From an optimization exercise on the open Yosys and OpenROAD flow, aimed at small area, a short achievable clock period and few clock cycles; shortcuts taken in it are not production practice.
Only simulation tests tie the RTL to the original design; equivalence was not proved.
Power is estimated from default activity; no workload was simulated.

==> violet <==
Design dash_vm, start of the top module:
module dash_vm (
    input  wire        clk,
    input  wire        rst,           
    input  wire        start,
    input  wire [15:0] prog_len,
    output wire [15:0] prog_addr,
    input  wire [31:0] prog_data,
    input  wire [15:0] pool_len,
    output wire [15:0] pool_addr,
    input  wire [31:0] pool_data,
    output reg  [1:0]  status,
    output wire [2:0]  result_tag,
    output wire [23:0] result_data,
    output reg  [3:0]  fault_kind,
    output reg  [23:0] fault_pc
);
clock: 12.0 ns
lec_check: 0
cap_margin: 20
cell_pad_in_sites_detail_placement: 1
core_margin: 2
core_utilization: 25
gpl_routability_driven: 1
gpl_timing_driven: 1
place_density: 0.4
setup_slack_margin: 5
slew_margin: 20
run.sh (not shown) runs the stock make flow with config.mk's settings and CLKGATE_MAP_FILE= SYNTH_SCRIPT=/design/flow/synth_recipe.tcl, a recipe that flattens the netlist after the stock synthesis.
==> nickel: changes against violet <==
--- a/flow/design.v
+++ b/flow/design.v
@@ -48,12 +48,14 @@
     reg [1:0]  fp;                       
     reg [4:0]  hp;                       
     reg [31:0] ir;                       
     reg        ir_bad;                   
     reg [31:0] nx;                       
     reg [4:0]  ri;                       
+    reg [31:0] ri_oh;                    
+    reg [3:0]  fp_oh;                    
     reg [26:0] u;                        
     reg [26:0] result;
     reg [4:0]  cnt;
     reg [15:0] ka;                       
     reg [15:0] q;                        
     reg [15:0] s;                        
@@ -118,14 +120,25 @@
             endcase
         end
     endfunction
     wire [31:0] nxw = (state == S_DEC) ? prog_data : nx;
     wire [6:0]  ridx = {fp, ri};
     wire        fwd  = wq_en && (wq_addr == ridx);
-    wire [26:0] rv   = fwd ? wq_data : rfo[ridx];
-    wire        rok  = (fwd | vld[ridx]) & ~(pclr_en & pclr[ri]);
+    reg  [26:0] rraw;
+    reg         vraw;
+    integer     k;
+    always @(*) begin
+        rraw = 27'd0;
+        vraw = 1'b0;
+        for (k = 0; k < FRAMES*32; k = k + 1) begin
+            rraw = rraw | (rfo[k] & {27{ri_oh[k % 32] & fp_oh[k / 32]}});
+            vraw = vraw | (vld[k] & ri_oh[k % 32] & fp_oh[k / 32]);
+        end
+    end
+    wire [26:0] rv   = fwd ? wq_data : rraw;
+    wire        rok  = (fwd | vraw) & ~(pclr_en & |(pclr & ri_oh));
     wire [2:0]  rtag = rv[26:24];
     wire [23:0] rpay = rv[23:0];
     wire        w0   = wq_en && (wq_addr == 7'd0);
     wire        vld0 = (vld[0] | w0) & ~(pclr_en && fp == 2'd0 && pclr[0]);
     wire [26:0] rf0  = w0 ? wq_data : rfo[0];
     wire [3:0]  pk   = pool_data[31:28];
@@ -210,12 +223,14 @@
             ir     <= w;
             ir_bad <= enc_bad(w);
             ka     <= w[15:0];
             q      <= w[15:0];
             ri     <= (w[31:28] == OP_MATCH) ? w[27:23] :
                       (w[31:28] == OP_RET)   ? 5'd0 : w[22:18];
+            ri_oh  <= 32'd1 << ((w[31:28] == OP_MATCH) ? w[27:23] :
+                                (w[31:28] == OP_RET)   ? 5'd0 : w[22:18]);
         end
     endtask
     task next_pc;
         begin
             pc    <= pc1;
             pa    <= jmp_nx ? jt_nx : ret_nx ? ret_t : pc[15:0] + 16'd3;
@@ -244,12 +259,15 @@
             pa      <= pc[15:0] + 16'd2 + ci[15:0];
             state   <= S_MF;
         end
     endtask
     task next_case;
         begin
+            case_vars <= 32'd0;
+            bm        <= 32'd0;
+            bmu       <= 32'd0;
             ci    <= ci + 24'd1;
             cs    <= q + 16'd1;
             pa    <= pc[15:0] + 16'd2 + ci[15:0];
             state <= S_MC_D;
             if (last_case) fault(F_NOMATCH);
         end
@@ -262,12 +280,13 @@
                 next_pc;
             end else if (op == OP_CALLCL && clo_k != 5'd0) begin
                 cnt   <= 5'd0;
                 state <= S_CAP;
             end else begin
                 fp           <= fpn;
+                fp_oh        <= {fp_oh[2:0], fp_oh[3]};
                 ret_pc[fpn]  <= pc1;
                 ret_reg[fpn] <= fa;
                 if (op == OP_CALL || pa_tgt) jump_rd((op == OP_CALL) ? u[23:0] : clo_pc);
                 else jump(clo_pc);
             end
         end
@@ -282,13 +301,13 @@
         end
     endtask
     always @(posedge clk) begin
         vclr = {FRAMES*32{1'b0}};
         if (pclr_en) vclr[{fp, 5'd0} +: 32] = pclr;
         pclr_en <= 1'b0;
-        pclr    <= (state == S_MC_D) ? tried : (tried & ~bm_n) | bmu_n;
+        pclr    <= (tried & ~bm_n) | bmu_n;
         flt  = 1'b0;
         fk   = 4'd0;
         wq_en <= 1'b0;
         hq_en <= 1'b0;
         if (rst) begin
             status     <= ST_IDLE;
@@ -301,12 +320,13 @@
                 fault_kind    <= 4'd0;
                 pc            <= 24'd0;
                 pa            <= 16'd1;      
                 plen          <= prog_len;
                 klen          <= pool_len;
                 fp            <= 2'd0;
+                fp_oh         <= 4'b0001;
                 hp            <= 5'd0;
                 vc_ok         <= 1'b0;
                 vclr[31:0]    = 32'hffffffff;
                 state         <= S_F2;
             end
         end else begin
@@ -353,27 +373,31 @@
                     result <= rf0;
                     status <= ST_HALT;
                 end
                 OP_RET: begin
                     wr(fp - 2'd1, ret_reg[fp], rv);
                     fp    <= fp - 2'd1;
+                    fp_oh <= {fp_oh[0], fp_oh[3:1]};
                     jump_rd(ret_pc[fp]);
                 end
                 OP_MATCH: begin
                     subj  <= rv;
                     ri    <= fb;
+                    ri_oh <= 32'd1 << fb;
                     ka    <= rpay[15:0];
                     state <= S_MB;
                 end
                 OP_ADD, OP_SUB: begin
                     ri    <= fc;
+                    ri_oh <= 32'd1 << fc;
                     state <= S_RC;
                 end
                 OP_MOVE: begin wr(fp, fa, rv); next_pc; end
                 default: begin  
                     ri      <= fb + 5'd1;
+                    ri_oh   <= 32'd1 << (fb + 5'd1);
                     pa_tgt  <= 1'b0;
                     if (op == OP_CALL) pa <= rpay[15:0];
                     hq_addr <= hp[3:0];
                     hq_data <= {T_NUM, rpay};
                     if (op != OP_MAKECL && !top_frame) vclr[{fpn, 5'd0} +: 32] = 32'hffffffff;
                     if (op == OP_MAKECL && heap_ok) hq_en <= 1'b1;
@@ -439,12 +463,13 @@
                 else if (aovf) fault(F_AOVF);
             end
             S_ARG: begin
                 if (op == OP_CALLCL) begin pa <= clo_pc[15:0]; pa_tgt <= 1'b1; end
                 cnt     <= cnt + 5'd1;
                 ri      <= ri + 5'd1;
+                ri_oh   <= {ri_oh[30:0], ri_oh[31]};
                 hq_addr <= hp[3:0] + cnt[3:0];
                 hq_data <= rv;
                 if (op == OP_MAKECL) begin
                     if (heap_ok) hq_en <= 1'b1;
                 end else if (!top_frame) begin
                     wr(fpn, cnt, rv);
@@ -460,38 +485,40 @@
             end
             S_CAP: begin
                 wr(fpn, fc + 5'd1 + cnt, cap_val);
                 cnt <= cnt + 5'd1;
                 if (cnt + 5'd1 == clo_k) begin
                     fp           <= fpn;
+                    fp_oh        <= {fp_oh[2:0], fp_oh[3]};
                     ret_pc[fpn]  <= pc1;
                     ret_reg[fpn] <= fa;
                     jump_rd(clo_pc);
                 end
             end
             S_MB: begin
                 vhit  <= vc_hit;
                 pa    <= pc[15:0] + 16'd1;   
-                q     <= rpay[15:0];
+                q     <= vc_hit ? vc_tbl + 16'd1 : rpay[15:0];
                 ka    <= rpay[15:0];
                 state <= S_MH_G;
                 if (!rok) fault(F_UNDEF);
                 else if (rtag != T_NUM) fault(F_TAG);
                 else if (rpay[23]) fault(F_IOR);
                 else if (rpay >= {8'd0, klen}) fault(F_IOR);
             end
             S_MH_G: begin
                 sroot <= pool_data;
                 ka    <= q + 16'd1;
                 state <= S_MH_D;
                 if (vhit) begin
-                    q         <= vc_tbl + 16'd1;
-                    ka        <= vc_tbl + 16'd2;
-                    cs        <= vc_tbl + 16'd1;
+                    cs        <= q;
                     ci        <= 24'd0;
                     tried     <= 32'd0;
+                    case_vars <= 32'd0;
+                    bm        <= 32'd0;
+                    bmu       <= 32'd0;
                     usec      <= 1'b1;
                     state     <= S_MC_D;
                 end
             end
             S_MH_D: begin
                 ncases   <= ppay;
@@ -523,26 +550,26 @@
                     vc_tbl <= cs - 16'd1;
                     vc_fc  <= fc;
                     q     <= cs;
                     ka    <= cs + 16'd1;
                     ci    <= 24'd0;
                     tried <= 32'd0;
+                    case_vars <= 32'd0;
+                    bm    <= 32'd0;
+                    bmu   <= 32'd0;
                     usec  <= 1'b1;
                     state <= S_MC_D;
                 end
                 if (q >= klen) fault(F_IOR);
                 else if (pk == K_MHDR || (pk == K_MVAR && root) ||
                          !(pscalar || pdhdr || pk == K_MVAR)) fault(F_TYPE);
                 else if (item_last && last_case &&
                          (bad_bind || (pk == K_MVAR && ({19'd0, fc} + {1'b0, ppay} > 25'd31))))
                     fault(F_IOR);
             end
             S_MC_D: begin
-                case_vars <= 32'd0;
-                bm        <= 32'd0;
-                bmu       <= 32'd0;
                 usec  <= 1'b0;
                 if (rscalar) begin
                     if (smatch) begin
                         finish;
                     end else begin
                         q  <= q + 16'd1;
==> zinc: changes against violet <==
--- a/flow/design.v
+++ b/flow/design.v
@@ -48,12 +48,14 @@
     reg [1:0]  fp;                       
     reg [4:0]  hp;                       
     reg [31:0] ir;                       
     reg        ir_bad;                   
     reg [31:0] nx;                       
     reg [4:0]  ri;                       
+    reg [31:0] ri_oh;                    
+    reg [3:0]  fp_oh;                    
     reg [26:0] u;                        
     reg [26:0] result;
     reg [4:0]  cnt;
     reg [15:0] ka;                       
     reg [15:0] q;                        
     reg [15:0] s;                        
@@ -118,14 +120,25 @@
             endcase
         end
     endfunction
     wire [31:0] nxw = (state == S_DEC) ? prog_data : nx;
     wire [6:0]  ridx = {fp, ri};
     wire        fwd  = wq_en && (wq_addr == ridx);
-    wire [26:0] rv   = fwd ? wq_data : rfo[ridx];
-    wire        rok  = (fwd | vld[ridx]) & ~(pclr_en & pclr[ri]);
+    reg  [26:0] rraw;
+    reg         vraw;
+    integer     k;
+    always @(*) begin
+        rraw = 27'd0;
+        vraw = 1'b0;
+        for (k = 0; k < FRAMES*32; k = k + 1) begin
+            rraw = rraw | (rfo[k] & {27{ri_oh[k % 32] & fp_oh[k / 32]}});
+            vraw = vraw | (vld[k] & ri_oh[k % 32] & fp_oh[k / 32]);
+        end
+    end
+    wire [26:0] rv   = fwd ? wq_data : rraw;
+    wire        rok  = (fwd | vraw) & ~(pclr_en & |(pclr & ri_oh));
     wire [2:0]  rtag = rv[26:24];
     wire [23:0] rpay = rv[23:0];
     wire        w0   = wq_en && (wq_addr == 7'd0);
     wire        vld0 = (vld[0] | w0) & ~(pclr_en && fp == 2'd0 && pclr[0]);
     wire [26:0] rf0  = w0 ? wq_data : rfo[0];
     wire [3:0]  pk   = pool_data[31:28];
@@ -210,12 +223,14 @@
             ir     <= w;
             ir_bad <= enc_bad(w);
             ka     <= w[15:0];
             q      <= w[15:0];
             ri     <= (w[31:28] == OP_MATCH) ? w[27:23] :
                       (w[31:28] == OP_RET)   ? 5'd0 : w[22:18];
+            ri_oh  <= 32'd1 << ((w[31:28] == OP_MATCH) ? w[27:23] :
+                                (w[31:28] == OP_RET)   ? 5'd0 : w[22:18]);
         end
     endtask
     task next_pc;
         begin
             pc    <= pc1;
             pa    <= jmp_nx ? jt_nx : ret_nx ? ret_t : pc[15:0] + 16'd3;
@@ -262,12 +277,13 @@
                 next_pc;
             end else if (op == OP_CALLCL && clo_k != 5'd0) begin
                 cnt   <= 5'd0;
                 state <= S_CAP;
             end else begin
                 fp           <= fpn;
+                fp_oh        <= {fp_oh[2:0], fp_oh[3]};
                 ret_pc[fpn]  <= pc1;
                 ret_reg[fpn] <= fa;
                 if (op == OP_CALL || pa_tgt) jump_rd((op == OP_CALL) ? u[23:0] : clo_pc);
                 else jump(clo_pc);
             end
         end
@@ -301,12 +317,13 @@
                 fault_kind    <= 4'd0;
                 pc            <= 24'd0;
                 pa            <= 16'd1;      
                 plen          <= prog_len;
                 klen          <= pool_len;
                 fp            <= 2'd0;
+                fp_oh         <= 4'b0001;
                 hp            <= 5'd0;
                 vc_ok         <= 1'b0;
                 vclr[31:0]    = 32'hffffffff;
                 state         <= S_F2;
             end
         end else begin
@@ -353,27 +370,31 @@
                     result <= rf0;
                     status <= ST_HALT;
                 end
                 OP_RET: begin
                     wr(fp - 2'd1, ret_reg[fp], rv);
                     fp    <= fp - 2'd1;
+                    fp_oh <= {fp_oh[0], fp_oh[3:1]};
                     jump_rd(ret_pc[fp]);
                 end
                 OP_MATCH: begin
                     subj  <= rv;
                     ri    <= fb;
+                    ri_oh <= 32'd1 << fb;
                     ka    <= rpay[15:0];
                     state <= S_MB;
                 end
                 OP_ADD, OP_SUB: begin
                     ri    <= fc;
+                    ri_oh <= 32'd1 << fc;
                     state <= S_RC;
                 end
                 OP_MOVE: begin wr(fp, fa, rv); next_pc; end
                 default: begin  
                     ri      <= fb + 5'd1;
+                    ri_oh   <= 32'd1 << (fb + 5'd1);
                     pa_tgt  <= 1'b0;
                     if (op == OP_CALL) pa <= rpay[15:0];
                     hq_addr <= hp[3:0];
                     hq_data <= {T_NUM, rpay};
                     if (op != OP_MAKECL && !top_frame) vclr[{fpn, 5'd0} +: 32] = 32'hffffffff;
                     if (op == OP_MAKECL && heap_ok) hq_en <= 1'b1;
@@ -439,12 +460,13 @@
                 else if (aovf) fault(F_AOVF);
             end
             S_ARG: begin
                 if (op == OP_CALLCL) begin pa <= clo_pc[15:0]; pa_tgt <= 1'b1; end
                 cnt     <= cnt + 5'd1;
                 ri      <= ri + 5'd1;
+                ri_oh   <= {ri_oh[30:0], ri_oh[31]};
                 hq_addr <= hp[3:0] + cnt[3:0];
                 hq_data <= rv;
                 if (op == OP_MAKECL) begin
                     if (heap_ok) hq_en <= 1'b1;
                 end else if (!top_frame) begin
                     wr(fpn, cnt, rv);
@@ -460,12 +482,13 @@
             end
             S_CAP: begin
                 wr(fpn, fc + 5'd1 + cnt, cap_val);
                 cnt <= cnt + 5'd1;
                 if (cnt + 5'd1 == clo_k) begin
                     fp           <= fpn;
+                    fp_oh        <= {fp_oh[2:0], fp_oh[3]};
                     ret_pc[fpn]  <= pc1;
                     ret_reg[fpn] <= fa;
                     jump_rd(clo_pc);
                 end
             end
             S_MB: begin
==> comparison <==
Fmax: violet < zinc < nickel. The highest die area belongs to zinc, the lowest to violet. First-iteration DRC count: violet is higher than nickel (about 26%). Register-to-register slack, highest first: nickel, zinc, violet. In sequential power, zinc and violet hardly differ. Count of clock-buffer cells in the layout: zinc > violet > nickel. The highest utilization belongs to violet, the lowest to zinc.
==> figures <==
Status: zinc complete, no violations; nickel complete, no violations; violet complete, no violations
Slew of the pin with the lowest slew margin: zinc 1310 ps; nickel 1370 ps; violet 1420 ps
Share of synthesized area spent on multiplexers: zinc 3.83%; nickel 3.72%; violet 4.28%
Adder and majority gate portion of the synthesized area: zinc 2.15%; nickel 2.17%; violet 2.20%
Required time of the critical path: zinc 13010 ps; nickel 13130 ps; violet 13090 ps
WL per Instance: zinc 44.6 microns; nickel 43.7 microns; violet 49.0 microns
Setup Skew: zinc 133 ps; nickel 156 ps; violet 132 ps
Register bit count reported by yosys: zinc 4962; nickel 4962; violet 4926
Worst Setup SP: zinc fp_oh[0]$_SDFFCE_PN1P_; nickel ri_oh[13]$_DFFE_PP_; violet ri[0]$_DFFE_PP_
Met1 Use GR: zinc 35.5%; nickel 36.3%; violet 38.8%
Total iterations of the first detailed-routing run: zinc 10; nickel 13; violet 9
Quantity of gates resized following cts: zinc 328; nickel 337; violet 468
Comb_multi_in: zinc 9556; nickel 9425; violet 9601
Register-to-Register Path Depth: zinc 22; nickel 25; violet 33
Total of fill cells in the finished design: zinc 92795; nickel 92078; violet 91923
Testbench counts of violet, summed over its fixed seeds: cycles 33,857.
Testbench counts of nickel, summed over its fixed seeds: cycles 33,857.
Testbench counts of zinc, summed over its fixed seeds: cycles 33,857.

static timing again, ports no longer ideal:
How much do the figures lean on ideal ports? The routed layouts below were timed once more, with nothing changed but the port constraints. Step 1: set_driving_cell puts a clkbuf_16 on clk and a buf_2 on each other input, an assumption about the parent block. Step 2 adds t to the input delays and takes it off the output delays; t is the mean of the earliest and latest rising clock arrival at the registers after step 1. Input paths then give back, and output paths get back, about the clock's delay inside the block. Three values: no drivers, after step 1, after step 2; two values: the first two.
run | t (ns) | setup WS [ns] | hold WS [ns] | worst setup path at the end | cell pins on the clock port's net
violet | 1.350 | 3.407 / 3.407 / 3.407 | 0.456 / 0.456 / 0.456 | register to register | 1
nickel | 1.300 | 4.521 / 4.521 / 3.739 | 0.460 / 0.460 / 0.460 | input to register | 1
zinc | 1.282 | 4.369 / 4.369 / 4.025 | 0.456 / 0.456 / 0.456 | input to register | 1
After both steps setup and hold are still met in every run listed. The setup slack of nickel, which loses most, moves by 0.000 ns with the drivers and by -0.782 ns with both steps.
